Background: an optimization exercise with open tools, aiming at small area, a short achievable clock period and few clock cycles per item. Do not read the settings as production practice. Only simulation tests tie the RTL to the original design; equivalence was not proved. Power and IR drop assume default switching activity.

$ cat flow/config.mk
export PLATFORM = sky130hd
export DESIGN_NAME = emsd_decoder
export DESIGN_NICKNAME = emsd_decoder
export VERILOG_FILES = /design/flow/design.v
export SDC_FILE = /design/flow/constraint.sdc
export NUM_CORES = 4
export LEC_CHECK = 0
export CAP_MARGIN = 20
export CORE_MARGIN = 2
export CORE_UTILIZATION = 40
export SLEW_MARGIN = 20
$ cat flow/constraint.sdc
create_clock -name core_clock -period 12.0 [get_ports {clk}]
set_input_delay 2.4000 -clock core_clock [delete_from_list [all_inputs] [get_ports {clk}]]
set_output_delay 2.4000 -clock core_clock [all_outputs]
set_load 0.01 [all_outputs]
$ cat flow/design.v
module emsd_decoder (
    input  wire        clk,
    input  wire        rst,         
    input  wire        wr_en,
    input  wire [3:0]  wr_addr,
    input  wire [31:0] wr_data,
    input  wire [9:0]  width,
    input  wire [7:0]  offset,
    input  wire        start,
    output wire        busy,
    output reg  [2:0]  rcode,
    output reg  [2:0]  pos,
    output reg  [31:0] digits,
    output reg  [15:0] cursor,
    output reg  [9:0]  modw,
    output wire [76:0] codes,       
    output reg         nobar,
    output reg         oob,
    output reg         cfgerr
);
    localparam S_IDLE  = 4'd0,
               S_GWAIT = 4'd1,
               S_GSKIP = 4'd2,
               S_GMEAS = 4'd3,
               S_SETUP = 4'd4,
               S_FAST  = 4'd5,
               S_DRAIN = 4'd6,
               S_SL1   = 4'd7,
               S_SL2   = 4'd8,
               S_SL3   = 4'd9,
               S_VOTE  = 4'd10,
               S_SLN   = 4'd11,
               S_GWAIT1 = 4'd12,
               S_SETUP2 = 4'd13,
               S_SL1B  = 4'd14,
               S_XLATE = 4'd15;
    reg [3:0]   state;
    reg [511:0] sl;
    reg [9:0]   w;         
    reg [7:0]   off;
    reg [66:0]  mods;      
    wire [9:0]  n = modw;
    wire [9:0]  p = cursor[9:0];
    reg  [7:1]  nsel;      
    reg  [5:0]  kn_r;      
    reg [4:0]   g;         
    reg         vb;        
    reg         areg;
    reg [9:0]   dl, ll;    
    reg         busy_r;    
    reg  [3:0]  sn;        
    assign busy = busy_r;
    integer i, q, u, v;
    reg  [31:0] wr_rev;
    integer wi, wj;
    always @(*) for (wj = 0; wj < 32; wj = wj + 1) wr_rev[wj] = wr_data[31 - wj];
    always @(posedge clk)
        for (wi = 0; wi < 16; wi = wi + 1)
            if (wr_en && state == S_IDLE && wr_addr == wi)
                sl[32*wi +: 32] <= wr_rev;
    reg  signed [12:0] xa;           
    reg  [31:0]        sr;           
    reg  [31:0]        vmr;          
    reg  [2:0]         xie;          
    reg  signed [12:0] xn;           
    wire [2:0]   ie  = xie;                        
    wire [2:0]   io  = xa[8:6];                    
    wire [63:0]  eo  = {sl[64*io + 32 +: 32], sl[64*ie +: 32]};
    wire [127:0] eo2 = {eo, eo};
    wire [31:0]  raw = eo2[xa[5:0] +: 32];
    wire signed [13:0] lim = $signed({4'd0, w}) - $signed({xa[12], xa});
    wire [12:0]  nxa = -xa;
    wire [5:0]   hi  = (lim >= 14'sd32) ? 6'd32 : (lim[13] ? 6'd0 : lim[5:0]);
    wire [5:0]   lo  = !xa[12] ? 6'd0 : (xa <= -13'sd32 ? 6'd32 : nxa[5:0]);
    reg  [31:0]  vm;
    always @(*) for (u = 0; u < 32; u = u + 1) vm[u] = (u < hi) && (u >= lo);
    always @(posedge clk) begin
        sr  <= raw;
        vmr <= vm;
    end
    wire [31:0] s    = sr | ~vmr;        
    wire        sinr = vmr[0];
    wire        s0   = s[0];
    function automatic [15:0] geom(input [2:0] nn);    
        case (nn)
            3'd1:    geom = {6'd32, 5'd2,  5'd29};
            3'd2:    geom = {6'd32, 5'd4,  5'd26};
            3'd3:    geom = {6'd30, 5'd6,  5'd9 };
            3'd4:    geom = {6'd32, 5'd8,  5'd20};
            3'd5:    geom = {6'd30, 5'd11, 5'd25};
            3'd6:    geom = {6'd30, 5'd13, 5'd18};
            default: geom = {6'd28, 5'd16, 5'd7 };
        endcase
    endfunction
    localparam Q_SCAN = 2'd0, Q_FIN = 2'd1, Q_DONE = 2'd2, Q_FAIL = 2'd3;
    reg  [1:0]  qst;
    reg  [2:0]  qb;                         
    reg         qph;                        
    reg  [5:0]  i_pd, i_pl;
    reg  [2:0]  i_n;
    reg  signed [7:0] i_x;                  
    wire [7:0]  qbyte = sl[8*qb +: 8];
    reg  [2:0]  q_d, q_l, q_l2;             
    reg         q_hl2;
    always @(*) begin
        q_d = 3'd0; q_l = 3'd0; q_l2 = 3'd0; q_hl2 = 1'b0;
        for (v = 7; v >= 0; v = v - 1) begin
            if (!qbyte[v]) q_d = v[2:0];
            if (qbyte[v])  q_l = v[2:0];
        end
        for (v = 7; v >= 1; v = v - 1)
            if (qbyte[v] && (v > q_d)) begin q_l2 = v[2:0]; q_hl2 = 1'b1; end
    end
    wire [5:0]  q_n  = i_pl - i_pd;
    wire [15:0] q_g  = geom(q_n[2:0]);
    always @(posedge clk) begin
        if (rst || (wr_en && wr_addr[3:1] == 3'd0)) begin
            qst <= Q_SCAN;
            qb  <= 3'd0;
            qph <= 1'b0;
        end else case (qst)
            Q_SCAN: begin
                if (!qph && qbyte != 8'hFF) begin
                    i_pd <= {qb, q_d};
                    if (q_hl2) begin
                        i_pl <= {qb, q_l2};
                        qst  <= Q_FIN;
                    end else begin
                        qph  <= 1'b1;
                        qb   <= qb + 3'd1;
                        if (qb == 3'd7) qst <= Q_FAIL;
                    end
                end else if (qph && qbyte != 8'h00) begin
                    i_pl <= {qb, q_l};
                    qst  <= Q_FIN;
                end else begin
                    qb   <= qb + 3'd1;
                    if (qb == 3'd7) qst <= Q_FAIL;
                end
            end
            Q_FIN: begin
                i_n <= q_n[2:0];
                i_x <= $signed({2'd0, i_pd}) - $signed({3'd0, q_g[4:0]});
                qst <= (q_n <= 6'd7) ? Q_DONE : Q_FAIL;
            end
            default: ;
        endcase
    end
    reg [31:0] ln1;
    reg [15:0] ln2;
    reg [9:0]  ln3;
    reg [7:0]  ln4;
    reg [5:0]  ln5;
    reg [4:0]  ln6;
    reg [3:0]  ln7;
    function automatic cls(input [6:0] win, input [2:0] nn, input [1:0] o);
        reg [2:0] cnt;
        reg aa, ff;
        integer t;
        begin
            cnt = 3'd0;
            for (t = 0; t < 7; t = t + 1)
                if (t < nn) cnt = cnt + {2'd0, win[t]};
            aa = win[o];
            ff = win[nn - 3'd1];
            cls = (aa == ff) ? aa : (cnt > {1'b0, nn[2:1]});
        end
    endfunction
    always @(*) begin
        for (i = 0; i < 32; i = i + 1) ln1[31 - i] = s[i];
        for (i = 0; i < 16; i = i + 1) ln2[15 - i] = cls({5'd0, s[2*i +: 2]}, 3'd2, off[1:0]);
        for (i = 0; i < 10; i = i + 1) ln3[9 - i]  = cls({4'd0, s[3*i +: 3]}, 3'd3, off[1:0]);
        for (i = 0; i < 8;  i = i + 1) ln4[7 - i]  = cls({3'd0, s[4*i +: 4]}, 3'd4, off[1:0]);
        for (i = 0; i < 6;  i = i + 1) ln5[5 - i]  = cls({2'd0, s[5*i +: 5]}, 3'd5, off[1:0]);
        for (i = 0; i < 5;  i = i + 1) ln6[4 - i]  = cls({1'd0, s[6*i +: 6]}, 3'd6, off[1:0]);
        for (i = 0; i < 4;  i = i + 1) ln7[3 - i]  = cls(s[7*i +: 7], 3'd7, off[1:0]);
    end
    reg [66:0] mods_fast;
    always @(*) begin
        mods_fast = ({67{nsel[1]}} & {mods[34:0], ln1})
                  | ({67{nsel[2]}} & {mods[50:0], ln2})
                  | ({67{nsel[3]}} & {mods[56:0], ln3})
                  | ({67{nsel[4]}} & {mods[58:0], ln4})
                  | ({67{nsel[5]}} & {mods[60:0], ln5})
                  | ({67{nsel[6]}} & {mods[61:0], ln6})
                  | ({67{nsel[7]}} & {mods[62:0], ln7});
    end
    wire [15:0] geo_n  = geom(n[2:0]);
    function automatic [7:1] onehot(input [2:0] nn);
        integer t;
        for (t = 1; t < 8; t = t + 1) onehot[t] = (nn == t);
    endfunction
    wire [15:0] geo_i  = geom(i_n);
    wire        n_fast = (n != 10'd0) && (n <= 10'd7) &&
                         (n == 10'd1 || ({2'd0, off} < n && off <= 8'd3));
    wire [15:0] cur_f  = {{3{xa[12]}}, xa} + {8'd0, off};    
    wire [9:0]  half     = {1'b0, n[9:1]};
    wire        d_ge     = (dl == 10'd1);
    wire        l_ge     = (ll == 10'd1);
    wire        v_last   = !n[0] && (s0 ? (ll == 10'd2 && dl == 10'd1)
                                        : (dl == 10'd2 && ll == 10'd1));
    reg                sh_a;         
    reg  signed [12:0] sh_b;
    always @(*) begin
        sh_a = 1'b0;
        sh_b = 13'sd1;
        case (state)
            S_SETUP:  begin sh_a = 1'b1; sh_b = n_fast ? -$signed({5'd0, off}) : 13'sd0; end
            S_SETUP2: sh_b = -$signed({8'd0, geo_n[4:0]});
            S_SLN:    begin sh_a = 1'b1; sh_b = 13'sd0; end
            S_SL1:    begin sh_a = 1'b1; sh_b = $signed({3'd0, n}); end
            S_SL1B:   sh_b = $signed({5'h1f, ~off});
            S_SL2:    begin sh_a = 1'b1; sh_b = -$signed({5'd0, off}); end
            default:  ;
        endcase
    end
    wire signed [12:0] sh_s = (sh_a ? $signed({2'd0, cc}) : xa) + sh_b;
    wire [15:0] c        = cursor;
    wire [15:0] c_nx     = c + {6'd0, n};
    wire [10:0] cc       = (c[15:11] != 5'd0) ? 11'd2047 : c[10:0];
    wire        s_cfg  = (width == 10'd0) || (width > 10'd512);
    wire        s_fast = (qst == Q_DONE) && ({4'd0, i_pl} <= width) &&
                         (i_n == 3'd1 || ({2'd0, offset} < {7'd0, i_n} && offset <= 8'd3));
    assign codes = {4'd0, mods[2:0],                   
                    mods[9:3],   mods[16:10], mods[23:17], mods[30:24],
                    2'd0, mods[35:31],                 
                    mods[42:36], mods[49:43], mods[56:50], mods[63:57],
                    4'd0, mods[66:64]};                
    function automatic [4:0] lookup_left(input [6:0] v);
        case (v)
            7'd114: lookup_left = {1'b1, 4'd0};
            7'd102: lookup_left = {1'b1, 4'd1};
            7'd108: lookup_left = {1'b1, 4'd2};
            7'd66:  lookup_left = {1'b1, 4'd3};
            7'd92:  lookup_left = {1'b1, 4'd4};
            7'd78:  lookup_left = {1'b1, 4'd5};
            7'd80:  lookup_left = {1'b1, 4'd6};
            7'd68:  lookup_left = {1'b1, 4'd7};
            7'd72:  lookup_left = {1'b1, 4'd8};
            7'd116: lookup_left = {1'b1, 4'd9};
            default: lookup_left = 5'd0;
        endcase
    endfunction
    reg [2:0]  t_rcode;
    reg [2:0]  t_pos;
    reg [31:0] t_digits;
    reg        t_fail;
    reg [4:0]  t_lk;
    always @(*) begin
        t_rcode  = 3'd1;
        t_pos    = 3'd0;
        t_digits = 32'd0;
        t_fail   = 1'b0;
        if (codes[6:0] != 7'd2) begin
            t_fail = 1'b1; t_rcode = 3'd2;
        end
        for (q = 0; q < 4; q = q + 1) begin
            t_lk = lookup_left(codes[7*(1+q) +: 7]);
            if (!t_fail && !t_lk[4]) begin
                t_fail = 1'b1; t_rcode = 3'd3; t_pos = q[2:0];
            end
            t_digits[28 - 4*q +: 4] = t_lk[3:0];
        end
        if (!t_fail && codes[41:35] != 7'd21) begin
            t_fail = 1'b1; t_rcode = 3'd4;
        end
        for (q = 0; q < 4; q = q + 1) begin
            t_lk = lookup_left(~codes[7*(6+q) +: 7]);
            if (!t_fail && !t_lk[4]) begin
                t_fail = 1'b1; t_rcode = 3'd3; t_pos = 3'd4 + q[2:0];
            end
            t_digits[12 - 4*q +: 4] = t_lk[3:0];
        end
        if (!t_fail && codes[76:70] != 7'd2) begin
            t_fail = 1'b1; t_rcode = 3'd5;
        end
        if (t_fail) t_digits = 32'hFFFF_FFFF;
    end
    task automatic take_bit(input bit_v);
        begin
            mods <= {mods[65:0], bit_v};
            cursor <= c_nx;
            if (mods[66])                 
                sn  = S_XLATE;
            else
                sn  = S_SLN;
        end
    endtask
    always @(posedge clk) begin
        if (rst) begin
            state  <= S_IDLE;
            busy_r <= 1'b0;
            cursor <= 16'd0;
            modw   <= 10'd0;
            mods   <= 67'd0;
            rcode  <= 3'd0;
            pos    <= 3'd0;
            digits <= 32'hFFFF_FFFF;
            nobar  <= 1'b0;
            oob    <= 1'b0;
            cfgerr <= 1'b0;
            xa     <= 13'sd0;
            xie    <= 3'd0;
            vb     <= 1'b0;
        end else begin
            xn = xa;
            sn = state;
            vb <= 1'b0;
            if (vb) mods <= mods_fast;
            case (state)
                S_IDLE: if (start) begin
                    oob <= 1'b0;
                    w   <= width;
                    off <= offset;
                    if (!s_cfg) begin
                        cursor <= {10'd0, i_pd};
                        modw   <= {7'd0, i_n};
                    end
                    xn    = $signed({{5{i_x[7]}}, i_x}) - $signed({5'd0, offset});
                    g     <= geo_i[9:5];
                    kn_r  <= geo_i[15:10];
                    nsel  <= onehot(i_n);
                    if (s_cfg) begin
                        cfgerr <= 1'b1;
                    end else begin
                        cfgerr <= 1'b0;
                        sn  = s_fast ? S_FAST : S_GWAIT;
                    end
                end
                S_GWAIT: begin
                    xn    = 13'sd0;
                    sn = S_GWAIT1;
                end
                S_GWAIT1: begin                    
                    cursor <= 16'd0;
                    xn    = 13'sd1;
                    sn = S_GSKIP;
                end
                S_GSKIP: begin                     
                    xn    = sh_s;
                    if (!sinr) begin
                        modw     <= 10'd0;            
                        sn = S_SETUP;
                    end else if (!s0) begin
                        modw     <= 10'd1;
                        sn = S_GMEAS;
                    end else begin
                        cursor <= cursor + 16'd1;
                    end
                end
                S_GMEAS: begin                     
                    xn    = sh_s;
                    if (sinr && !s0) begin
                        modw     <= n + 10'd1;
                    end else
                        sn = S_SETUP;
                end
                S_SETUP: begin
                    nobar  <= (n == 10'd0);
                    if (n == 10'd0) begin
                        mods   <= {67{1'b1}};
                        oob    <= 1'b1;
                        sn  = S_XLATE;
                    end else if (n_fast) begin
                        xn    = sh_s;
                        g     <= geo_n[9:5];
                        kn_r  <= geo_n[15:10];
                        nsel  <= onehot(n[2:0]);
                        sn = S_SETUP2;
                    end else begin
                        mods   <= 67'd1;         
                        xn     = sh_s;
                        sn  = S_SL1;
                    end
                end
                S_SETUP2: begin
                    xn    = sh_s;
                    sn = S_FAST;
                end
                S_FAST: begin
                    vb     <= 1'b1;
                    xn     = xa + $signed({7'd0, kn_r});
                    g      <= g - 5'd1;
                    if (g == 5'd0) sn = S_DRAIN;
                end
                S_DRAIN: begin
                    oob    <= nsel[1] ? ((cur_f > {6'd0, w}) || ({2'd0, off} > p))
                                               : (xa > $signed({3'd0, w}));
                    cursor <= cur_f;
                    nobar  <= 1'b0;
                    sn  = S_XLATE;
                end
                S_XLATE: begin
                    rcode  <= t_rcode;
                    pos    <= t_pos;
                    digits <= t_digits;
                    sn  = S_IDLE;
                end
                S_SLN: begin                       
                    xn    = sh_s;
                    sn = S_SL1;
                end
                S_SL1: begin                       
                    xn    = sh_s;
                    sn = S_SL1B;
                end
                S_SL1B: begin                      
                    areg  <= s0;
                    if (!sinr) oob <= 1'b1;
                    xn    = sh_s;
                    sn = S_SL2;
                end
                S_SL2: begin                       
                    xn    = sh_s;
                    sn = S_SL3;
                end
                S_SL3: begin                       
                    xn    = sh_s;
                    if (!sinr) oob <= 1'b1;
                    if (areg == s0) begin
                        take_bit(areg);
                    end else begin
                        dl    <= half + 10'd1;
                        ll    <= half + 10'd1;
                        sn = S_VOTE;
                    end
                end
                S_VOTE: begin                      
                    xn    = sh_s;
                    if (!sinr) oob <= 1'b1;
                    if (!s0 && d_ge)
                        take_bit(1'b0);
                    else if (s0 && l_ge)
                        take_bit(1'b1);
                    else if (v_last)
                        take_bit(1'b0);
                    else begin
                        if (s0) ll <= ll - 10'd1;
                        else    dl <= dl - 10'd1;
                    end
                end
                default: sn = S_IDLE;
            endcase
            xa  <= xn;
            state  <= sn;
            busy_r <= (sn != S_IDLE);
            xie <= xn[8:6] + {2'd0, xn[5]};
        end
    end
endmodule
$ cat flow/flow/run.sh
#!/bin/bash
# The standard ORFS layout (the standard.sh, unchanged synthesis), with
#  - repair_timing asked to keep a larger setup margin, so that the resizer
#    also works on paths that already meet the 12 ns clock;
#  - the port buffers that buffer_ports inserts made plain buf_2 cells
#    (every input and output still gets its buffer);
#  - larger clock-tree sink clusters (fewer leaf buffers).
# The clock, the SDC and every other setting are the standard flow's.  make's full output
# goes to standard.log (ORFS keeps each step's log under orfs/logs).
set -euo pipefail
bash standard.sh SETUP_SLACK_MARGIN=7.5 "BUFFER_PORTS_ARGS=-buffer_cell sky130_fd_sc_hd__buf_2" \
    CTS_CLUSTER_SIZE=30 CTS_CLUSTER_DIAMETER=80 finish > standard.log 2>&1
$ cat flow/standard.sh
#!/bin/bash
# synth_recipe.tcl (not shown) runs the flow's synth.tcl, then flattens the netlist and writes it again
# the make line also repeats each setting of config.mk as NAME=value (left out here)
make -C /OpenROAD-flow-scripts/flow DESIGN_CONFIG=/design/flow/config.mk WORK_HOME=/design/flow/orfs CLKGATE_MAP_FILE= SYNTH_SCRIPT=/design/flow/synth_recipe.tcl "${@:-finish}"
==> results by group, run 1 <==
Placed design
  • Placed standard-cell area: 51,320 um2
  • Port-buffer cells: 192
  • Dpl hpwl: 111,100 um
  • GPL Wtd Cong: 0.9627
  • Placed Cells: 6,116

Global routing
  • Initial antenna violation count: 9
  • Largest net degree at the start of global routing: 84
  • GRT Util Overall: 0.2496
  • Vias in the first global route: 36,750
  • GRT overflow: 0
  • Global-route wire length before repair: 241,300 um

Synth
  • Simple-gate portion of the synthesized area: 0.1110
  • Synth Flop Type: edfxtp_1
  • Number of flops mapped to enable cells by yosys: 588
  • Yosys warns: 1
  • XOR/XNOR share of the synthesized area: 0.02455
  • Cells after Synth: 4,576
  • Area of the mapped netlist: 48,870 um2
  • Post-synthesis adder-cell area fraction: 0.06350
  • Distinct cells, synth: 90
  • Compound-Gate Fraction of Synth Area: 0.1826
  • Mean Syn Cell Area: 10.68 um2
  • Seq/Total Area, Yosys: 0.4539
  • Fraction of registers with async set/reset: 0
  • Post-synthesis mux area share: 0.1190
  • Synth Register Bits: 814
  • Combinational family with the most area after synthesis: compound AO/OA/AOI/OAI gates

Worst setup path
  • Arrival time worst endpoint: 5.06 ns
  • Slowest CP cell: or4_4
  • CP max FO: 4
  • Required time worst endpoint: 12.58 ns
  • CP Capture Type: register
  • Critical path, cell by cell: or4_4 > or3_4 > o31a_1 > a211oi_4 > a21o_1 > nand2_4 > buf_6 > o21a_1 > o21ai_1 > ha_1 > inv_2 > o21bai_2 > a21o_1 > a21oi_2 > xnor2_1 > a22oi_1 > a31oi_2 > ha_4 > ha_4 > xor2_1 > nor2_1
  • Reg2reg setup slack: 7.52 ns
  • Critical path's largest stage delay: 0.55 ns
  • Worst Setup SP: off[5]
  • RR Startpoint: off[5]
  • Worst setup SP type: register
  • CP Class: register to register

STA
  • F_max: 0.2230 GHz
  • Normalized max-slew margin: 0.2335
  • Final Slew Violations: 0
  • Final period utilization: 0.3737
  • Setup TNS: 0 ns
  • Fin crit period: 4.485 ns
  • Transition time at the pin with the least slew margin: 1.140 ns
  • Final Hold Viols: 0
  • RSZ-0062 raised after global routing: yes
  • Final setup vio count: 0
  • Clk_skew: 0.04544 ns

Route
  • DRT iter0 DRCs: 5,110
  • Via count: 39,030
  • Remaining antenna violation count: 0
  • Detailed-route vias per instance: 6.272
  • 1st-pass router iterations: 12
  • Post-Route WL: 160,800 um
  • Routed len/inst: 25.84 um
  • DRC viols: 0

Power and ir drop
  • Pwr/cell area: 238.4 nW/um2
  • Total power: 12.77 mW
  • Max VDD drop: 162.3 uV
  • Pleak: 18.90 nW

Clocking
  • Post-cts hold buffer count: 0
  • Max Root-Sink Buffers: 3
  • H-tree lvl count: 2
  • CTS clk-pin slew, worst paths: 0.10 ns
  • Root Driver: clkbuf_16
  • TritonCTS clock tree: done
  • CTS Buf Count: 47
  • Clock latency on the worst-skew pair: 0.72 ns
  • TritonCTS Sinks: 814

Layout
  • Commonest cells after routing, fill and taps aside: edfxtp_1 (588), a21oi_1 (372), nand2_1 (343), nor2_1 (289), dfxtp_1 (208)
  • Layout area overhead: 9.596%
  • Fin nets: 4,839
  • Share of layout cells above drive strength 1: 0.1649
  • Filler cells: 11,330
  • Fin area: 53,560 um2
  • Most common cell after layout, fill and taps aside: edfxtp_1
  • Layout Cells excl Fill: 6,223
  • Util after Layout: 0.4406

Die
  • Die Y: 353.5 um
  • Initial Util: 0.4020
  • IO Count: 203
  • Core area: 121,600 um2
  • Die Area: 125,000 um2
  • Number of cell rows: 128
  • Die Wd: 353.5 um

Job
  • Max cap viols: 0

Worst hold path
  • HP Start: pos[2]
  • Worst min-delay path class: register to register

Status
  • Outcome: finished clean
-- state kept, by name (all words and copies together) (netlist names), 13 cells and up --
register	cells
vmr	32
sr	32
digits	32
sl	512
mods	67
cursor	16
xa	13
-- synthesized netlist by cell type (52+ instances only) --
library cell	instances	area share
edfxtp_1	588	0.36
a21oi_1	377	0.039
nand2_1	345	0.026
nor2_1	306	0.024
clkbuf_1	283	0.022
dfxtp_1	226	0.093
o21ai_0	205	0.021
ha_1	176	0.045
inv_1	171	0.013
mux4_2	155	0.071
mux2i_1	149	0.031
a22oi_1	110	0.017
o22ai_1	89	0.011
xnor2_1	85	0.015
nand2b_1	83	0.011
a222oi_1	79	0.016
nor3_1	75	0.0077
mux2_2	74	0.017
nand4_1	63	0.0081
nand3_1	59	0.0060
buf_1	58	0.0045
o211ai_1	58	0.0089
nor2b_1	55	0.0070
a31oi_1	52	0.0067
xor2_1	52	0.0093
-- power breakdown --
part	switching [mW]	internal, mW
Combinational	4.21	2.64
Clock	1.13	0.834
Sequential	0.548	3.40
Total	5.89	6.88
-- path summary, 6_finish.rpt --
check / end / cells after the start
setup / recovery: xie[2] / 21
hold / removal: pos[2] / 2
setup reg to reg: xie[2] / 21
hold reg to reg: pos[2] / 2
-- critical path, delay by kind of cell, from the launching register on --
kind | cells | cell delay [ns]
simple gates | 4 | 1.03
xor+xnor | 2 | 0.28
compound gates | 10 | 1.81
buf+inv | 2 | 0.25
fa+ha+maj | 3 | 0.57
flops | 1 | 0.43
-- cell families (layout without fill, tap and decap cells) --
kind of cell / after synthesis / after routing
other cells: 1 / 12
fa+ha+maj: 228 / 228
xor+xnor: 137 / 137
mux: 378 / 378
flops: 814 / 814
buf+inv: 563 / 574
simple gates: 1134 / 1134
compound gates: 1321 / 1321
-- repair_timing --
| item | 4_1_cts | 5_1_grt |
|---|---|---|
| endpoints found under the setup margin | 20 | 53 |
| resized for setup | 22 | 49 |
| pin swaps | 16 | 20 |
| setup buffers | 13 | 13 |
| gates cloned | 0 | 0 |
-- routing by layer --
metal  wire, um  up-vias  global-route usage
met5         84        -                   0
met4       7350       12              0.1014
met3      12640      346             0.03474
met2      75630     1945              0.4104
met1      65080    19240              0.3323
li1           -    17490                   -
-- through the flow --
step	worst slack (ns)	hold slack [ns]
6_report	7.516	0.4688
5_1_grt	7.315	0.5049
4_1_cts	7.474	0.4693
3_5_place_dp	6.881	0.4550
3_3_place_gp	6.932	0.4510
2_1_floorplan	7.458	0.4487
-- cell type report --
class / count / area (um2) / share of cell area
Tap cell: 1625 / 2033 / 0.03796
Timing Repair Buffer: 318 / 1948 / 0.03637
Inverter: 178 / 676.9 / 0.01264
Clock buffer: 49 / 1215 / 0.02268
Clock inverter: 29 / 548.0 / 0.01023
Antenna cell: 2 / 5.005 / 0.00009344
Sequential cell: 814 / 22220 / 0.4149
Multi-Input combinational cell: 3208 / 24910 / 0.4651
Testbench counts, summed over its fixed seeds: cycles 5,497, items 192.
==> inputs of run 2 (changes only) <==
--- a/flow/design.v
+++ b/flow/design.v
@@ -207,3 +207,3 @@
         case (state)
-            S_SETUP:  begin sh_a = 1'b1; sh_b = n_fast ? -$signed({5'd0, off}) : 13'sd0; end
+            S_SETUP:  begin sh_a = 1'b1; sh_b = -$signed({5'd0, off}); end
             S_SETUP2: sh_b = -$signed({8'd0, geo_n[4:0]});
@@ -371,3 +371,3 @@
                         mods   <= 67'd1;         
-                        xn     = sh_s;
+                        xn     = $signed({3'd0, p});
                         sn  = S_SL1;
==> run 2 against run 1 <==
Effect of this change: clock skew down 0.0015 ns; critical endpoint unchanged; total power rose by 0.85%; critical path depth is 1 lower; still clean; critical path type unchanged.
==> results by group, run 2 <==
Synth
  • Area of the mapped netlist: 49,810 um2 (was 48,870 um2)
  • Synth Flop Type: edfxtp_1 (unchanged)
  • Synth Register Bits: 814 (unchanged)
  • Most common cell in the netlist: edfxtp_1 (unchanged)
  • Cells after Synth: 4,770 (was 4,576)
  • Synth area leaders: edfxtp_1 (35%), dfxtp_1 (9.1%), mux4_2 (7.6%) (was edfxtp_1 (36%), dfxtp_1 (9.3%), mux4_2 (7.1%))
  • Synth top cells by count: edfxtp_1 (588), nand2_1 (393), nor2_1 (338), clkbuf_1 (300), a21oi_1 (282) (was edfxtp_1 (588), a21oi_1 (377), nand2_1 (345), nor2_1 (306), clkbuf_1 (283))
  • Post-synth top area share: 0.3545 (was 0.3613)
  • Mean Syn Cell Area: 10.44 um2 (was 10.68 um2)
  • Seq/Total Area, Yosys: 0.4453 (was 0.4539)
  • Top cell type by total area after synthesis: edfxtp_1 (unchanged)
  • Yosys warns: 1 (unchanged)
  • Fraction of registers with async set/reset: 0 (unchanged)
  • Number of flops mapped to enable cells by yosys: 588 (unchanged)
  • Distinct cells, synth: 91 (was 90)

STA
  • Normalized max-slew margin: 0.2211 (was 0.2335)
  • Clk_skew: 0.04398 ns (was 0.04544 ns)
  • WHS: 0.4687 ns (was 0.4688 ns)
  • Transition time at the pin with the least slew margin: 1.164 ns (was 1.140 ns)
  • Final Hold Viols: 0 (unchanged)
  • F_max: 0.2230 GHz (about the same)
  • Fin crit period: 4.484 ns (was 4.485 ns)
  • Final period utilization: 0.3737 (about the same)
  • RSZ-0062 raised after global routing: yes (unchanged)
  • Final setup vio count: 0 (unchanged)
  • Setup TNS: 0 ns (unchanged)
  • Final Slew Violations: 0 (unchanged)

Placed design
  • Dpl hpwl: 112,700 um (was 111,100 um)
  • Placed Cells: 6,292 (was 6,116)
  • Placed standard-cell area: 52,160 um2 (was 51,320 um2)
  • Port-buffer cells: 192 (unchanged)
  • GPL Wtd Cong: 0.9360 (was 0.9627)

Worst setup path
  • Crit Reg-Reg Endpoint: xie[2] (unchanged)
  • Required time worst endpoint: 12.60 ns (was 12.58 ns)
  • Cells on worst reg2reg path: 20 (was 21)
  • Crit path max-delay family: compound AO/OA/AOI/OAI gates (unchanged)
  • Arrival time worst endpoint: 5.08 ns (was 5.06 ns)
  • RR Startpoint: modw[0] (was off[5])
  • Reg2reg setup slack: 7.52 ns (about the same)
  • Worst setup SP type: register (unchanged)
  • CP Capture Type: register (unchanged)
  • Critical path's largest stage delay: 0.41 ns (was 0.55 ns)
  • Critical path, cell by cell: clkinvlp_4 > ha_2 > a211o_4 > nor2_4 > nor3_2 > ha_1 > nand2_1 > o21ai_0 > a221o_1 > ha_1 > a21o_1 > a21oi_1 > o21a_1 > o21ai_0 > a21oi_1 > xnor2_1 > a221o_1 > ha_4 > nor2b_1 > mux2_4 (was or4_4 > or3_4 > o31a_1 > a211oi_4 > a21o_1 > nand2_4 > buf_6 > o21a_1 > o21ai_1 > ha_1 > inv_2 > o21bai_2 > a21o_1 > a21oi_2 > xnor2_1 > a22oi_1 > a31oi_2 > ha_4 > ha_4 > xor2_1 > nor2_1)
  • Slowest CP cell: dfxtp_4 (was or4_4)
  • CP max FO: 6 (was 4)
  • Buf/Inv on CP: 1 (was 2)
  • CP Class: register to register (unchanged)

Layout
  • Share of layout cells above drive strength 1: 0.1515 (was 0.1649)
  • Layout Cells excl Fill: 6,398 (was 6,223)
  • Most common cell after layout, fill and taps aside: edfxtp_1 (unchanged)
  • Biggest register: sl (unchanged)
  • Fin nets: 4,999 (was 4,839)
  • Layout area overhead: 9.163% (was 9.596%)
  • Commonest cells after routing, fill and taps aside: edfxtp_1 (588), nand2_1 (393), nor2_1 (320), a21oi_1 (279), o21ai_0 (264) (was edfxtp_1 (588), a21oi_1 (372), nand2_1 (343), nor2_1 (289), dfxtp_1 (208))
  • Fin area: 54,380 um2 (was 53,560 um2)
  • Max reg flops: 512 (unchanged)
  • Top flop regs: sl: 512 flops, mods: 67 flops (unchanged)

Power and ir drop
  • Switching pwr: 5.983 mW (was 5.887 mW)
  • Clock share of power: 0.160 (was 0.154)
  • Comb power frac: 0.552 (was 0.537)
  • Sw frac: 0.4647 (was 0.4611)
  • Pint: 6.891 mW (was 6.880 mW)
  • Max VDD drop: 168.7 uV (was 162.3 uV)
  • Register share of total power: 0.288 (was 0.309)
  • Pleak: 19.48 nW (was 18.90 nW)
  • Pwr/cell area: 236.8 nW/um2 (was 238.4 nW/um2)

Clocking
  • Clock latency on the worst-skew pair: 0.72 ns (about the same)
  • Max Root-Sink Buffers: 3 (unchanged)
  • H-tree lvl count: 2 (unchanged)
  • TritonCTS clock tree: done (unchanged)
  • Post-cts hold buffer count: 0 (unchanged)
  • TritonCTS Sinks: 814 (unchanged)
  • Root Driver: clkbuf_16 (unchanged)
  • CTS clk-pin slew, worst paths: 0.08 ns (was 0.10 ns)
  • CTS Buf Count: 51 (was 47)

Worst hold path
  • Hold Crit Depth: 2 (unchanged)
  • Worst min-delay path class: register to register (unchanged)
  • HP Start: pos[1] (was pos[2])
  • Hold Path End: pos[1] (was pos[2])

Status
  • Outcome: finished clean (unchanged)

Global routing
  • GRT met1 Usage: 0.3462 (was 0.3323)
  • Largest net degree at the start of global routing: 112 (was 84)
  • GR peak layer: met2 (unchanged)
  • Met2 capacity usage during global routing: 0.4233 (was 0.4104)
  • Initial antenna violation count: 9 (unchanged)
  • Global-route wire length before repair: 249,400 um (was 241,300 um)
  • GRT overflow: 0 (unchanged)
  • GRT Util Overall: 0.2566 (was 0.2496)
  • Met3 GRT Util: 0.03056 (was 0.03474)
  • Vias in the first global route: 37,910 (was 36,750)

Die
  • Core area: 123,600 um2 (was 121,600 um2)
  • Die Wd: 356.9 um (was 353.5 um)
  • IO Count: 203 (unchanged)
  • Number of cell rows: 129 (was 128)
  • Die Y: 356.9 um (was 353.5 um)
  • Initial Util: 0.4029 (was 0.4020)
  • Die Area: 127,400 um2 (was 125,000 um2)

Route
  • DRT iter0 DRCs: 5,329 (was 5,110)
  • Routed len/inst: 26.26 um (was 25.84 um)
  • DRC viols: 0 (unchanged)
  • Via count: 40,030 (was 39,030)
  • Detailed-route vias per instance: 6.256 (was 6.272)
  • 1st-pass router iterations: 10 (was 12)
  • Post-Route WL: 168,000 um (was 160,800 um)
  • Remaining antenna violation count: 0 (unchanged)

Job
  • Max cap viols: 0 (unchanged)
[run 2: cell count changes after synthesis, moves of 26 or more]
cell,previous run,this run
o21ai_0,205,268
a21oi_1,377,282
nor2_1,306,338
o22ai_1,89,20
nand2_1,345,393
a311oi_1,15,47
a211oi_1,29,55
inv_1,171,224
a22oi_1,110,173
nand3_1,59,99
[run 2: logic make-up (layout without fill, tap and decap cells)]
logic type      Yosys count  count (layout)  share of synthesized area
compound gates         1329            1329                     0.1817
simple gates           1237            1237                     0.1155
flops                   814             814                     0.4453
buf+inv                 646             627                    0.05109
mux                     385             385                     0.1212
fa+ha+maj               225             225                    0.06174
xor+xnor                133             133                    0.02339
other cells               1              11                 0.00007528
[run 2: worst max path at each step]
stage	from	endpoint	slack, ns	cells after the start
finish	modw[0]	xie[2]	7.52	20
global route	modw[0]	xie[2]	7.38	20
CTS	state[0]	xie[2]	7.40	22
detailed placement	width[2]	modw[9]	6.72	10
global placement	width[2]	modw[5]	6.72	10
floorplan	offset[0]	xie[2]	7.29	15
[run 2: what timing repair did]
item	in CTS	in global routing
endpoints found under the setup margin	16	40
cloned	1	0
gates resized for setup	17	33
setup buffers	3	14
pin swaps	0	4
[run 2: per-layer routing]
| layer | wire length [um] | vias to the layer above |
|---|---|---|
| li1 | - | 18030 |
| met1 | 69730 | 19820 |
| met2 | 79270 | 1829 |
| met3 | 12080 | 335 |
| met4 | 6875 | 12 |
| met5 | 74 | - |
[run 2: stage by stage]
step           utilization  power, mW  worst slack [ns]
2_1_floorplan            -      8.530             7.294
3_3_place_gp        0.4219      10.54             6.722
3_5_place_dp        0.4219      10.63             6.719
4_1_cts             0.4377      12.72             7.398
5_1_grt             0.4398      13.63             7.377
6_report            0.4398      12.87             7.516
[run 2: power groups by stage]
stage	logic, mW	clock network, mW	registers [mW]
6_report	7.10	2.06	3.71
5_1_grt	7.71	2.18	3.75
4_1_cts	6.90	2.10	3.72
3_5_place_dp	6.85	0	3.78
3_3_place_gp	6.76	0	3.78
2_1_floorplan	5.00	0	3.53
[run 2: worst min-delay path, delay by kind of cell, from the launching register on]
family | cells | cell delay [ns]
AND/OR/NAND/NOR | 1 | 0.05
AO/OA/AOI/OAI | 1 | 0.05
flip-flops | 1 | 0.33
[run 2: area by class of cell]
cell class                      instances  area [um2]
Inverter                              233       895.9
Antenna cell                            1       2.502
Clock inverter                         36       594.3
Fill cell                           11690       69260
Timing Repair inverter                  1       5.005
Clock buffer                           51        1276
Multi-Input combinational cell       3319       25480
Tap cell                             1637        2048
Sequential cell                       814       22220
Timing Repair Buffer                  306        1861
Testbench counts of run 2, summed over its fixed seeds: cycles 5,497, items 192.
==> inputs of run 3 (changes only) <==
--- a/flow/flow/run.sh
+++ b/flow/flow/run.sh
@@ -10,3 +10,3 @@
 set -euo pipefail
-bash standard.sh SETUP_SLACK_MARGIN=7.5 "BUFFER_PORTS_ARGS=-buffer_cell sky130_fd_sc_hd__buf_2" \
+bash standard.sh SETUP_SLACK_MARGIN=8.0 "BUFFER_PORTS_ARGS=-buffer_cell sky130_fd_sc_hd__buf_2" \
     CTS_CLUSTER_SIZE=30 CTS_CLUSTER_DIAMETER=80 finish > standard.log 2>&1
==> run 3 against run 2 <==
Effect of this change: register-to-register slack improved by 0.33 ns; wire length rose by 0.14%; combinational power rose by 3.9%; maximum frequency rose by 6.5%; sequential cell count did not move; still clean; global-route usage fell by 0.11 points; cell count rose by 0.50%.
==> results by group, run 3 <==
Clocking
  • Clock latency on the worst-skew pair: 0.71 ns (was 0.72 ns)
  • TritonCTS Sinks: 814 (unchanged)
  • H-tree lvl count: 2 (unchanged)
  • TritonCTS clock tree: done (unchanged)
  • CTS clk-pin slew, worst paths: 0.09 ns (was 0.08 ns)
  • CTS Buf Count: 48 (was 51)
  • Max Root-Sink Buffers: 3 (unchanged)
  • Root Driver: clkbuf_16 (unchanged)
  • Post-cts hold buffer count: 0 (unchanged)

Placed design
  • Port-buffer cells: 192 (unchanged)
  • GPL Wtd Cong: 0.9601 (was 0.9360)
  • Dpl hpwl: 114,500 um (was 112,700 um)
  • Placed Cells: 6,285 (was 6,292)
  • Place WS: 6.467 ns (was 6.719 ns)

Route
  • Post-Route WL: 168,300 um (was 168,000 um)
  • Detailed-route vias per instance: 6.284 (was 6.256)
  • 1st-pass router iterations: 11 (was 10)
  • DRC viols: 0 (unchanged)
  • Routed len/inst: 26.17 um (was 26.26 um)
  • DRT iter0 DRCs: 5,521 (was 5,329)
  • Remaining antenna violation count: 0 (unchanged)
  • Via count: 40,410 (was 40,030)

Worst setup path
  • CP max FO: 2 (was 6)
  • Arrival time worst endpoint: 4.81 ns (was 5.08 ns)
  • CP Class: input pin to register (was register to register)
  • Worst setup SP type: input pin (was register)
  • Required time worst endpoint: 12.60 ns (about the same)
  • CP Capture Type: register (unchanged)

Synth
  • Synth top cells by count: edfxtp_1 (588), nand2_1 (393), nor2_1 (338), clkbuf_1 (300), a21oi_1 (282) (unchanged)
  • Area of the mapped netlist: 49,810 um2 (unchanged)
  • Top cell type by total area after synthesis: edfxtp_1 (unchanged)
  • Most common cell in the netlist: edfxtp_1 (unchanged)
  • Number of flops mapped to enable cells by yosys: 588 (unchanged)
  • Distinct cells, synth: 91 (unchanged)
  • Fraction of registers with async set/reset: 0 (unchanged)
  • Mean Syn Cell Area: 10.44 um2 (unchanged)
  • Synth Flop Type: edfxtp_1 (unchanged)
  • Seq/Total Area, Yosys: 0.4453 (unchanged)
  • Cells after Synth: 4,770 (unchanged)
  • Yosys warns: 1 (unchanged)
  • Synth area leaders: edfxtp_1 (35%), dfxtp_1 (9.1%), mux4_2 (7.6%) (unchanged)
  • Post-synth top area share: 0.3545 (unchanged)
  • Synth Register Bits: 814 (unchanged)

Die
  • Die Y: 356.9 um (unchanged)
  • Number of cell rows: 129 (unchanged)
  • Initial Util: 0.4029 (unchanged)
  • Die Area: 127,400 um2 (unchanged)
  • Core area: 123,600 um2 (unchanged)
  • IO Count: 203 (unchanged)
  • Die Wd: 356.9 um (unchanged)

STA
  • Normalized max-slew margin: 0.2123 (was 0.2211)
  • Final setup margin: 7.790 ns (was 7.516 ns)
  • Clk_skew: 0.06341 ns (was 0.04398 ns)
  • Final Slew Violations: 0 (unchanged)
  • Final period utilization: 0.3508 (was 0.3737)
  • F_max: 0.2376 GHz (was 0.2230 GHz)
  • Final Hold Viols: 0 (unchanged)
  • RSZ-0062 raised after global routing: yes (unchanged)
  • Transition time at the pin with the least slew margin: 1.173 ns (was 1.164 ns)
  • Setup TNS: 0 ns (unchanged)
  • Final setup vio count: 0 (unchanged)
  • Fin crit period: 4.210 ns (was 4.484 ns)
  • WHS: 0.4663 ns (was 0.4687 ns)

Layout
  • Max reg flops: 512 (unchanged)
  • Share of layout cells above drive strength 1: 0.1810 (was 0.1515)
  • Layout Cells excl Fill: 6,430 (was 6,398)
  • Layout area overhead: 10.96% (was 9.163%)
  • Top flop regs: sl: 512 flops, mods: 67 flops (unchanged)
  • Biggest register: sl (unchanged)
  • Most common cell after layout, fill and taps aside: edfxtp_1 (unchanged)
  • Filler cells: 11,630 (was 11,690)
  • Fin nets: 5,030 (was 4,999)
  • Commonest cells after routing, fill and taps aside: edfxtp_1 (588), nand2_1 (389), nor2_1 (314), a21oi_1 (271), o21ai_0 (254) (was edfxtp_1 (588), nand2_1 (393), nor2_1 (320), a21oi_1 (279), o21ai_0 (264))

Power and ir drop
  • Max VDD drop: 154.6 uV (was 168.7 uV)
  • Pwr/cell area: 235.8 nW/um2 (was 236.8 nW/um2)
  • Pleak: 19.76 nW (was 19.48 nW)

Job
  • Max cap viols: 0 (unchanged)

Global routing
  • Global-route wire length before repair: 249,300 um (was 249,400 um)
  • Initial antenna violation count: 7 (was 9)
  • GRT Util Overall: 0.2554 (was 0.2566)
  • Vias in the first global route: 37,950 (was 37,910)
  • GRT overflow: 0 (unchanged)
  • Largest net degree at the start of global routing: 109 (was 112)

Worst hold path
  • Worst min-delay path class: register to register (unchanged)

Status
  • Outcome: finished clean (unchanged)
[run 3: area by class of cell]
type | count | area, um2 | share of cell area
Antenna cell | 2 | 5.005 | 0.00009055
Clock buffer | 50 | 1209 | 0.02187
Clock inverter | 34 | 556.8 | 0.01007
Inverter | 233 | 927.1 | 0.01677
Multi-Input combinational cell | 3319 | 25940 | 0.4694
Sequential cell | 814 | 22290 | 0.4033
Tap cell | 1637 | 2048 | 0.03706
Timing Repair Buffer | 340 | 2285 | 0.04134
Timing Repair inverter | 1 | 5.005 | 0.00009055
[run 3: repair_timing]
item,4_1_cts,5_1_grt
cloned,2,1
setup endpoints to repair,185,124
pin swaps,17,49
hold endpoints to repair,0,0
setup buffers,25,31
resized for setup,120,98
[run 3: cell families (layout without fill, tap and decap cells)]
group	Yosys count	count (layout)	synth area share
multiplexers	385	385	0.1212
adder cells (fa/ha/maj)	225	225	0.06174
other	1	12	0.00007528
AO/OA/AOI/OAI	1329	1329	0.1817
flip-flops	814	814	0.4453
buffers and inverters	646	658	0.05109
XOR/XNOR	133	133	0.02339
AND/OR/NAND/NOR	1237	1237	0.1155
[run 3: power breakdown]
part	total, mW	leakage, nW	internal (mW)	switching, mW
Sequential	3.67	7.21	3.35	0.321
Combinational	7.38	11.7	2.80	4.58
Clock	1.98	0.849	0.861	1.12
[run 3: path summary, 6_finish.rpt]
path	from	to	slack [ns]	cells past startpoint
worst min register to register	digits[28]	digits[28]	0.47	1
worst min-delay path	digits[28]	digits[28]	0.47	1
worst max-delay path	offset[0]	xie[2]	7.79	16
worst max register to register	off[3]	xie[2]	7.85	13
[run 3: metal layers]
layer	routed length (um)	GRT usage	vias up	share of wire
li1	-	-	18090	-
met1	69690	0.3484	19960	0.41
met3	13170	0.03439	341	0.078
met4	7019	0.09412	10	0.042
met2	78310	0.4156	2009	0.47
met5	62	0	-	0.00037
[run 3: metrics by stage]
step                        util  cell area, um2  power (mW)
after detailed placement  0.4223           52220       10.60
after global routing      0.4470           55270       13.84
after global placement    0.4222           52200       10.52
after CTS                 0.4415           54580       12.71
after floorplan                -           50140       8.556
final                     0.4471           55270       13.03
[run 3: worst max-delay path, stage by stage]
cell	delay (ns)
buf_8	0.08
ha_4	0.12
inv_2	0.04
fa_2	0.35
a21o_1	0.17
a21oi_2	0.16
nor2b_1	0.07
o21ai_1	0.16
nor2b_2	0.18
xnor2_1	0.08
mux2i_1	0.17
a22oi_2	0.11
ha_4	0.20
ha_4	0.15
nor2b_1	0.12
mux2_4	0.27
==> inputs of run 4 (changes only) <==
--- a/flow/flow/run.sh
+++ b/flow/flow/run.sh
@@ -10,3 +10,3 @@
 set -euo pipefail
-bash standard.sh SETUP_SLACK_MARGIN=8.0 "BUFFER_PORTS_ARGS=-buffer_cell sky130_fd_sc_hd__buf_2" \
+bash standard.sh SETUP_SLACK_MARGIN=8.5 "BUFFER_PORTS_ARGS=-buffer_cell sky130_fd_sc_hd__buf_2" \
     CTS_CLUSTER_SIZE=30 CTS_CLUSTER_DIAMETER=80 finish > standard.log 2>&1
==> run 4 against run 3 <==
Effect of this change: still clean on timing, DRC and antenna; total power increased by 7.7%; clock skew decreased by 0.014 ns; clock power shrank 2%; worst setup slack lost 0.15 ns; register-to-register slack worse by 0.20 ns; via count increased by 4.2%; final area is 7.6% higher; first-iteration DRC count grew 5.9%; critical path type is now register to register; largest cell class unchanged.
==> results by group, run 4 <==
Layout
  • Multi-input logic area: 26,760 um2 (was 25,940 um2)
  • Layout area overhead: 19.43% (was 10.96%)
  • Share of layout cells above drive strength 1: 0.2572 (was 0.1810)
  • Most common cell after layout, fill and taps aside: edfxtp_1 (unchanged)
  • Fin nets: 5,258 (was 5,030)
  • Commonest cells after routing, fill and taps aside: edfxtp_1 (588), nand2_1 (383), nor2_1 (308), buf_4 (288), a21oi_1 (260) (was edfxtp_1 (588), nand2_1 (389), nor2_1 (314), a21oi_1 (271), o21ai_0 (254))
  • Filler cells: 11,210 (was 11,630)
  • Fin area: 59,490 um2 (was 55,270 um2)
  • Top flop regs: sl: 512 flops, mods: 67 flops (unchanged)
  • Max reg flops: 512 (unchanged)
  • Util after Layout: 0.4812 (was 0.4471)
  • Biggest register: sl (unchanged)
  • FF+latch area: 22,610 um2 (was 22,290 um2)

Job
  • Max cap viols: 0 (unchanged)

Synth
  • Synth top cells by count: edfxtp_1 (588), nand2_1 (393), nor2_1 (338), clkbuf_1 (300), a21oi_1 (282) (unchanged)
  • Distinct cells, synth: 91 (unchanged)
  • Synth area leaders: edfxtp_1 (35%), dfxtp_1 (9.1%), mux4_2 (7.6%) (unchanged)
  • Number of flops mapped to enable cells by yosys: 588 (unchanged)
  • Fraction of registers with async set/reset: 0 (unchanged)
  • Top cell type by total area after synthesis: edfxtp_1 (unchanged)
  • Synth Register Bits: 814 (unchanged)
  • Cells after Synth: 4,770 (unchanged)
  • Synth Flop Type: edfxtp_1 (unchanged)
  • Area of the mapped netlist: 49,810 um2 (unchanged)
  • Most common cell in the netlist: edfxtp_1 (unchanged)
  • Post-synth top area share: 0.3545 (unchanged)
  • Seq/Total Area, Yosys: 0.4453 (unchanged)
  • Yosys warns: 1 (unchanged)
  • Mean Syn Cell Area: 10.44 um2 (unchanged)

Worst setup path
  • Slowest CP cell: dfxtp_4 (was fa_2)
  • Arrival time worst endpoint: 4.81 ns (about the same)
  • CP max FO: 3 (was 2)
  • Critical path's largest stage delay: 0.39 ns (was 0.35 ns)
  • Crit-path most repeated cell: buf_4 (was ha_4)
  • Required time worst endpoint: 12.45 ns (was 12.60 ns)
  • Crit path max-delay family: buffers and inverters (was adder cells)
  • Buf/Inv on CP: 25 (was 2)
  • CP Capture Type: register (unchanged)
  • CP Class: register to register (was input pin to register)
  • Worst setup SP type: register (was input pin)

Global routing
  • Vias in the first global route: 39,930 (was 37,950)
  • GRT overflow: 0 (unchanged)
  • Global-route wire length before repair: 262,200 um (was 249,300 um)
  • Initial antenna violation count: 7 (unchanged)
  • Largest net degree at the start of global routing: 102 (was 109)
  • GRT Util Overall: 0.2703 (was 0.2554)

Die
  • IO Count: 203 (unchanged)
  • Die Wd: 356.9 um (unchanged)
  • Die Area: 127,400 um2 (unchanged)
  • Die Y: 356.9 um (unchanged)
  • Initial Util: 0.4029 (unchanged)
  • Number of cell rows: 129 (unchanged)
  • Core area: 123,600 um2 (unchanged)

Clocking
  • Clock latency on the worst-skew pair: 0.70 ns (was 0.71 ns)
  • CTS Buf Count: 49 (was 48)
  • TritonCTS Sinks: 814 (unchanged)
  • Max Root-Sink Buffers: 3 (unchanged)
  • Post-cts hold buffer count: 0 (unchanged)
  • CTS clk-pin slew, worst paths: 0.10 ns (was 0.09 ns)
  • H-tree lvl count: 2 (unchanged)
  • Root Driver: clkbuf_16 (unchanged)
  • TritonCTS clock tree: done (unchanged)

STA
  • Final setup margin: 7.645 ns (was 7.790 ns)
  • Final Slew Violations: 0 (unchanged)
  • F_max: 0.2296 GHz (was 0.2376 GHz)
  • Clk_skew: 0.04906 ns (was 0.06341 ns)
  • Fin crit period: 4.355 ns (was 4.210 ns)
  • Final setup vio count: 0 (unchanged)
  • Final Hold Viols: 0 (unchanged)
  • Transition time at the pin with the least slew margin: 0.9966 ns (was 1.173 ns)
  • Final period utilization: 0.3629 (was 0.3508)
  • Setup TNS: 0 ns (unchanged)
  • RSZ-0062 raised after global routing: yes (unchanged)
  • Normalized max-slew margin: 0.3356 (was 0.2123)

Placed design
  • Place WS: 6.608 ns (was 6.467 ns)
  • Placed standard-cell area: 52,390 um2 (was 52,220 um2)
  • GPL Wtd Cong: 0.9499 (was 0.9601)
  • Port-buffer cells: 192 (unchanged)
  • Dpl hpwl: 113,100 um (was 114,500 um)

Route
  • 1st-pass router iterations: 12 (was 11)
  • Via count: 42,120 (was 40,410)
  • DRT iter0 DRCs: 5,847 (was 5,521)
  • Post-Route WL: 178,500 um (was 168,300 um)
  • DRC viols: 0 (unchanged)
  • Remaining antenna violation count: 0 (unchanged)
  • Detailed-route vias per instance: 6.326 (was 6.284)
  • Routed len/inst: 26.82 um (was 26.17 um)

Power and ir drop
  • Max VDD drop: 171.1 uV (was 154.6 uV)
  • Pwr/cell area: 236.0 nW/um2 (was 235.8 nW/um2)
  • Pleak: 21.53 nW (was 19.76 nW)

Worst hold path
  • Worst min-delay path class: register to register (unchanged)

Status
  • Outcome: finished clean (unchanged)
run 4: final cells by class:
cell class,count,share of cell area
Clock inverter,34,0.007929
Tap cell,1637,0.03443
Sequential cell,814,0.3800
Timing Repair inverter,1,0.00008413
Inverter,233,0.01594
Clock buffer,51,0.02074
Multi-Input combinational cell,3319,0.4498
Timing Repair Buffer,567,0.09098
Antenna cell,1,0.00004206
run 4: kinds of logic after synthesis:
logic type               after synthesis  share of synthesized area
AO/OA/AOI/OAI                       1329                     0.1817
AND/OR/NAND/NOR                     1237                     0.1155
flip-flops                           814                     0.4453
buffers and inverters                646                    0.05109
multiplexers                         385                     0.1212
adder cells (fa/ha/maj)              225                    0.06174
XOR/XNOR                             133                    0.02339
other                                  1                 0.00007528
run 4: final timing paths:
| kind | start | endpoint | slack (ns) | cells past startpoint |
|---|---|---|---|---|
| max | modw[1] | g[4] | 7.65 | 29 |
| min | pos[2] | pos[2] | 0.47 | 2 |
| max reg2reg | modw[1] | g[4] | 7.65 | 29 |
| min reg2reg | pos[2] | pos[2] | 0.47 | 2 |
run 4: per-stage QoR:
step	hold WS (ns)	instances	total power [mW]
after floorplan	0.4462	4779	8.615
after global placement	0.4485	6280	10.54
after detailed placement	0.4520	6280	10.63
after CTS	0.4703	6606	13.56
after global routing	0.4806	6656	14.79
final	0.4739	6657	14.04
run 4: worst min-delay path, stage by stage, from the launching register on:
cell and delay, ns:
dfxtp_2 0.34, nand2_1 0.05, a21oi_1 0.05
run 4: metal layers:
| layer | GRT usage | vias up | wire [um] |
|---|---|---|---|
| li1 | - | 18550 | - |
| met1 | 0.3606 | 20950 | 71610 |
| met2 | 0.4444 | 2167 | 84340 |
| met3 | 0.03765 | 441 | 14350 |
| met4 | 0.1075 | 12 | 8181 |
| met5 | 0 | - | 69 |
run 4: what timing repair did:
item	4_1_cts	5_1_grt
buffers inserted	233	44
endpoints found under the setup margin	501	351
pin swaps	98	68
gates resized for setup	621	128
cloned	8	4
run 4: report_power, final:
part           switching (mW)  total (mW)  internal [mW]
registers               0.271        3.63           3.36
logic                    5.02        8.47           3.46
clock network            1.11        1.94          0.828
==> inputs of run 5 (changes only) <==
--- a/flow/design.v
+++ b/flow/design.v
@@ -65,2 +65,4 @@
     reg  signed [12:0] xn;           
+    reg                xs;           
+    reg  [4:0]         ph_r;         
     wire [2:0]   ie  = xie;                        
@@ -193,2 +195,3 @@
     wire [15:0] geo_i  = geom(i_n);
+    wire signed [12:0] xs32 = $signed({{5{i_x[7]}}, i_x}) + 13'sd32 - $signed({5'd0, offset});
     wire        n_fast = (n != 10'd0) && (n <= 10'd7) &&
@@ -208,3 +211,3 @@
             S_SETUP:  begin sh_a = 1'b1; sh_b = -$signed({5'd0, off}); end
-            S_SETUP2: sh_b = -$signed({8'd0, geo_n[4:0]});
+            S_SETUP2: sh_b = -$signed({8'd0, ph_r});
             S_SLN:    begin sh_a = 1'b1; sh_b = 13'sd0; end
@@ -306,2 +309,3 @@
             xn = xa;
+            xs = 1'b0;
             sn = state;
@@ -319,2 +323,3 @@
                     xn    = $signed({{5{i_x[7]}}, i_x}) - $signed({5'd0, offset});
+                    xs    = 1'b1;
                     g     <= geo_i[9:5];
@@ -367,2 +372,3 @@
                         kn_r  <= geo_n[15:10];
+                        ph_r  <= geo_n[4:0];
                         nsel  <= onehot(n[2:0]);
@@ -446,3 +452,3 @@
             busy_r <= (sn != S_IDLE);
-            xie <= xn[8:6] + {2'd0, xn[5]};
+            xie <= xs ? xs32[8:6] : xn[8:6] + {2'd0, xn[5]};
         end
--- a/flow/flow/run.sh
+++ b/flow/flow/run.sh
@@ -10,3 +10,3 @@
 set -euo pipefail
-bash standard.sh SETUP_SLACK_MARGIN=8.5 "BUFFER_PORTS_ARGS=-buffer_cell sky130_fd_sc_hd__buf_2" \
+bash standard.sh SETUP_SLACK_MARGIN=8.0 "BUFFER_PORTS_ARGS=-buffer_cell sky130_fd_sc_hd__buf_2" \
     CTS_CLUSTER_SIZE=30 CTS_CLUSTER_DIAMETER=80 finish > standard.log 2>&1
==> run 5 against run 4 <==
Effect of this change: sequential power grew 11%; worst setup slack improved by 0.036 ns; sequential cell count grew 5; count of clock-buffer cells in the layout rose by 1; die area up 1.1%; critical path type unchanged; largest cell class unchanged.
==> results by group, run 5 <==
Synth
  • Mean Syn Cell Area: 10.48 um2 (was 10.44 um2)
  • Synth area leaders: edfxtp_1 (35%), dfxtp_1 (9.0%), mux4_2 (7.3%) (was edfxtp_1 (35%), dfxtp_1 (9.1%), mux4_2 (7.6%))
  • Post-synth top area share: 0.3537 (was 0.3545)
  • Synth Flop Type: edfxtp_1 (unchanged)
  • Fraction of registers with async set/reset: 0 (unchanged)
  • Synth Register Bits: 819 (was 814)
  • Distinct cells, synth: 97 (was 91)
  • Number of flops mapped to enable cells by yosys: 593 (was 588)
  • Synth top cells by count: edfxtp_1 (593), nand2_1 (371), a21oi_1 (352), nor2_1 (327), clkbuf_1 (300) (was edfxtp_1 (588), nand2_1 (393), nor2_1 (338), clkbuf_1 (300), a21oi_1 (282))
  • Yosys warns: 1 (unchanged)
  • Most common cell in the netlist: edfxtp_1 (unchanged)
  • Cells after Synth: 4,805 (was 4,770)
  • Area of the mapped netlist: 50,350 um2 (was 49,810 um2)
  • Top cell type by total area after synthesis: edfxtp_1 (unchanged)
  • Seq/Total Area, Yosys: 0.4436 (was 0.4453)

Worst setup path
  • Arrival time worst endpoint: 4.97 ns (was 4.81 ns)
  • CP Capture Type: register (unchanged)
  • Critical path's largest stage delay: 0.38 ns (was 0.39 ns)
  • Required time worst endpoint: 12.65 ns (was 12.45 ns)
  • Worst setup SP type: register (unchanged)
  • Buf/Inv on CP: 2 (was 25)
  • CP Class: register to register (unchanged)
  • Crit path max-delay family: compound AO/OA/AOI/OAI gates (was buffers and inverters)
  • Critical path, cell by cell: buf_12 > clkinvlp_4 > nor2_4 > a21oi_1 > nor2_1 > a21oi_1 > a221o_1 > ha_2 > fa_2 > a21o_1 > a21oi_2 > o21bai_1 > a21oi_2 > xor2_4 > a221oi_2 > a22oi_2 > a31oi_2 > ha_2 > ha_4 > nand3_1 > or3_1 > nand3_1
  • Slowest CP cell: dfxtp_4 (unchanged)
  • CP max FO: 5 (was 3)

Power and ir drop
  • Pint: 7.339 mW (was 7.641 mW)
  • Pleak: 19.84 nW (was 21.53 nW)
  • Max VDD drop: 145.1 uV (was 171.1 uV)
  • Clock share of power: 0.151 (was 0.138)
  • Total power: 13.70 mW (was 14.04 mW)
  • Switching pwr: 6.360 mW (was 6.398 mW)
  • Sw frac: 0.4643 (was 0.4557)
  • Comb power frac: 0.554 (was 0.604)
  • Register share of total power: 0.295 (was 0.258)
  • Pwr/cell area: 243.3 nW/um2 (was 236.0 nW/um2)

Die
  • Initial Util: 0.4020 (was 0.4029)
  • IO Count: 203 (unchanged)
  • Die Area: 128,700 um2 (was 127,400 um2)
  • Number of cell rows: 130 (was 129)
  • Die Y: 358.8 um (was 356.9 um)
  • Core area: 125,200 um2 (was 123,600 um2)
  • Die Wd: 358.8 um (was 356.9 um)

Placed design
  • Dpl hpwl: 113,900 um (was 113,100 um)
  • Port-buffer cells: 192 (unchanged)
  • Placed standard-cell area: 52,800 um2 (was 52,390 um2)
  • GPL Wtd Cong: 0.9714 (was 0.9499)

Layout
  • Biggest register: sl (unchanged)
  • Most common cell after layout, fill and taps aside: edfxtp_1 (unchanged)
  • Share of layout cells above drive strength 1: 0.1867 (was 0.2572)
  • Commonest cells after routing, fill and taps aside: edfxtp_1 (593), nand2_1 (369), a21oi_1 (345), nor2_1 (298), o21ai_0 (252) (was edfxtp_1 (588), nand2_1 (383), nor2_1 (308), buf_4 (288), a21oi_1 (260))
  • Fin area: 56,300 um2 (was 59,490 um2)
  • Max reg flops: 512 (unchanged)
  • Util after Layout: 0.4495 (was 0.4812)
  • Top flop regs: sl: 512 flops, mods: 67 flops (unchanged)
  • Fin nets: 5,121 (was 5,258)
  • Layout area overhead: 11.83% (was 19.43%)

Global routing
  • GRT Util Overall: 0.2539 (was 0.2703)
  • Global-route wire length before repair: 250,300 um (was 262,200 um)
  • GRT overflow: 0 (unchanged)
  • Initial antenna violation count: 9 (was 7)
  • Vias in the first global route: 38,790 (was 39,930)
  • Largest net degree at the start of global routing: 86 (was 102)

STA
  • Transition time at the pin with the least slew margin: 1.019 ns (was 0.9966 ns)
  • Setup TNS: 0 ns (unchanged)
  • Clk_skew: 0.05788 ns (was 0.04906 ns)
  • Final Hold Viols: 0 (unchanged)
  • RSZ-0062 raised after global routing: yes (unchanged)
  • Fin crit period: 4.319 ns (was 4.355 ns)
  • F_max: 0.2315 GHz (was 0.2296 GHz)
  • Final setup vio count: 0 (unchanged)
  • Final period utilization: 0.3599 (was 0.3629)
  • Final Slew Violations: 0 (unchanged)
  • Normalized max-slew margin: 0.3183 (was 0.3356)

Clocking
  • TritonCTS Sinks: 819 (was 814)
  • H-tree lvl count: 2 (unchanged)
  • Max Root-Sink Buffers: 3 (unchanged)
  • CTS Buf Count: 51 (was 49)
  • Root Driver: clkbuf_16 (unchanged)
  • CTS clk-pin slew, worst paths: 0.11 ns (was 0.10 ns)
  • TritonCTS clock tree: done (unchanged)
  • Clock latency on the worst-skew pair: 0.71 ns (was 0.70 ns)
  • Post-cts hold buffer count: 0 (unchanged)

Worst hold path
  • Worst min-delay path class: register to register (unchanged)

Route
  • DRC viols: 0 (unchanged)
  • Remaining antenna violation count: 0 (unchanged)
  • Post-Route WL: 169,300 um (was 178,500 um)
  • DRT iter0 DRCs: 5,596 (was 5,847)
  • Routed len/inst: 25.96 um (was 26.82 um)
  • Routed met3 length: 13,850 um (was 14,350 um)
  • M1 WL: 69,340 um (was 71,610 um)
  • Max layer used: met5 (unchanged)
  • Metal2 WL: 79,730 um (was 84,340 um)
  • 1st-pass router iterations: 8 (was 12)
  • Detailed-route vias per instance: 6.324 (was 6.326)
  • Via count: 41,240 (was 42,120)

Job
  • Max cap viols: 0 (unchanged)

Status
  • Outcome: finished clean (unchanged)
run 5: logic make-up after synthesis:
family / after synthesis / synth area share
other: 1 / 0.00007448
XOR/XNOR: 135 / 0.02349
flip-flops: 819 / 0.4436
buffers and inverters: 629 / 0.05018
AND/OR/NAND/NOR: 1212 / 0.1148
adder cells (fa/ha/maj): 243 / 0.06606
AO/OA/AOI/OAI: 1389 / 0.1844
multiplexers: 377 / 0.1174
run 5: repair_timing:
action,4_1_cts,5_1_grt
pin swaps,13,29
endpoints found under the setup margin,215,111
setup buffers,26,50
gates cloned,4,4
resized for setup,131,76
run 5: layout make-up:
cell class / count / area, um2
fill: 11620 / 68940
multi-input combinational: 3366 / 26250
sequential: 819 / 22440
timing repair buffer: 376 / 2764
tap: 1650 / 2064
clock buffer: 52 / 1290
inverter: 221 / 860.8
clock inverter: 36 / 626.9
antenna: 1 / 2.502
run 5: power by group through the flow:
stage	Sequential, mW	Combinational (mW)	Clock [mW]
after floorplan	3.69	5.25	0
after global placement	4.07	6.90	0
after detailed placement	4.08	6.99	0
after CTS	4.03	7.23	2.10
after global routing	4.07	8.22	2.21
final	4.04	7.59	2.07
run 5: per-layer routing:
metal	vias up	GRT usage
met2	2107	0.4170
met5	-	0
met4	12	0.08775
met3	331	0.03766
met1	20430	0.3422
li1	18370	-
run 5: through the flow:
stage	instances	hold WS, ns	setup slack [ns]
after floorplan	4814	0.4487	7.490
after global placement	6347	0.4425	6.629
after detailed placement	6347	0.4613	6.557
after CTS	6465	0.4757	7.769
after global routing	6520	0.5106	7.633
final	6521	0.4715	7.681
run 5: worst paths after layout:
kind	startpoint	to	slack, ns	cells past startpoint
worst min-delay path	pos[1]	pos[1]	0.47	2
worst max register to register	state[1]	xie[2]	7.68	22
worst min register to register	pos[1]	pos[1]	0.47	2
worst max-delay path	state[1]	xie[2]	7.68	22
run 5: tightest hold or removal path: cells and delay by family, from the launching register on:
family	cells	cell delay, ns
and+or+nand+nor	1	0.05
DFF	1	0.33
AOI/OAI and AO/OA	1	0.05
Testbench counts of run 5, summed over its fixed seeds: cycles 5,497, items 192.

[port drivers added, routing unchanged]
No port has a modelled driver above. Below, the same layouts with a new extraction and two added sets of constraints.
Step 1, drivers: a clkbuf_16 drives clk and a buf_2 each remaining input, both assumed.
Step 2, shift: input delay + t, output delay - t, t = (earliest + latest rising clock arrival at the registers) / 2. This alone moves slack from input paths to output paths.
a / b / c = no drivers / after step 1 / after step 2; a / b = the first two.
| run | shift t [ns] | slack for setup (ns) | worst setup path at the end | clock arrival spread, ns | worst register clock-pin slew, ns |
|---|---|---|---|---|---|
| run 1 | 0.764 | 7.515 / 7.515 / 7.110 | input to register | 0.047 / 0.047 | 0.11 / 0.11 |
| run 2 | 0.764 | 7.516 / 7.516 / 6.886 | input to register | 0.045 / 0.045 | 0.11 / 0.11 |
| run 3 | 0.751 | 7.790 / 7.806 / 7.055 | input to register | 0.064 / 0.064 | 0.11 / 0.11 |
| run 4 | 0.752 | 7.645 / 7.645 / 7.000 | input to register | 0.065 / 0.065 | 0.11 / 0.11 |
| run 5 | 0.750 | 7.681 / 7.681 / 7.073 | input to register | 0.064 / 0.063 | 0.11 / 0.11 |
After both steps every run listed still meets setup and hold. The setup slack of run 3, which loses most, moves by +0.016 ns with the drivers and by -0.735 ns with both steps.
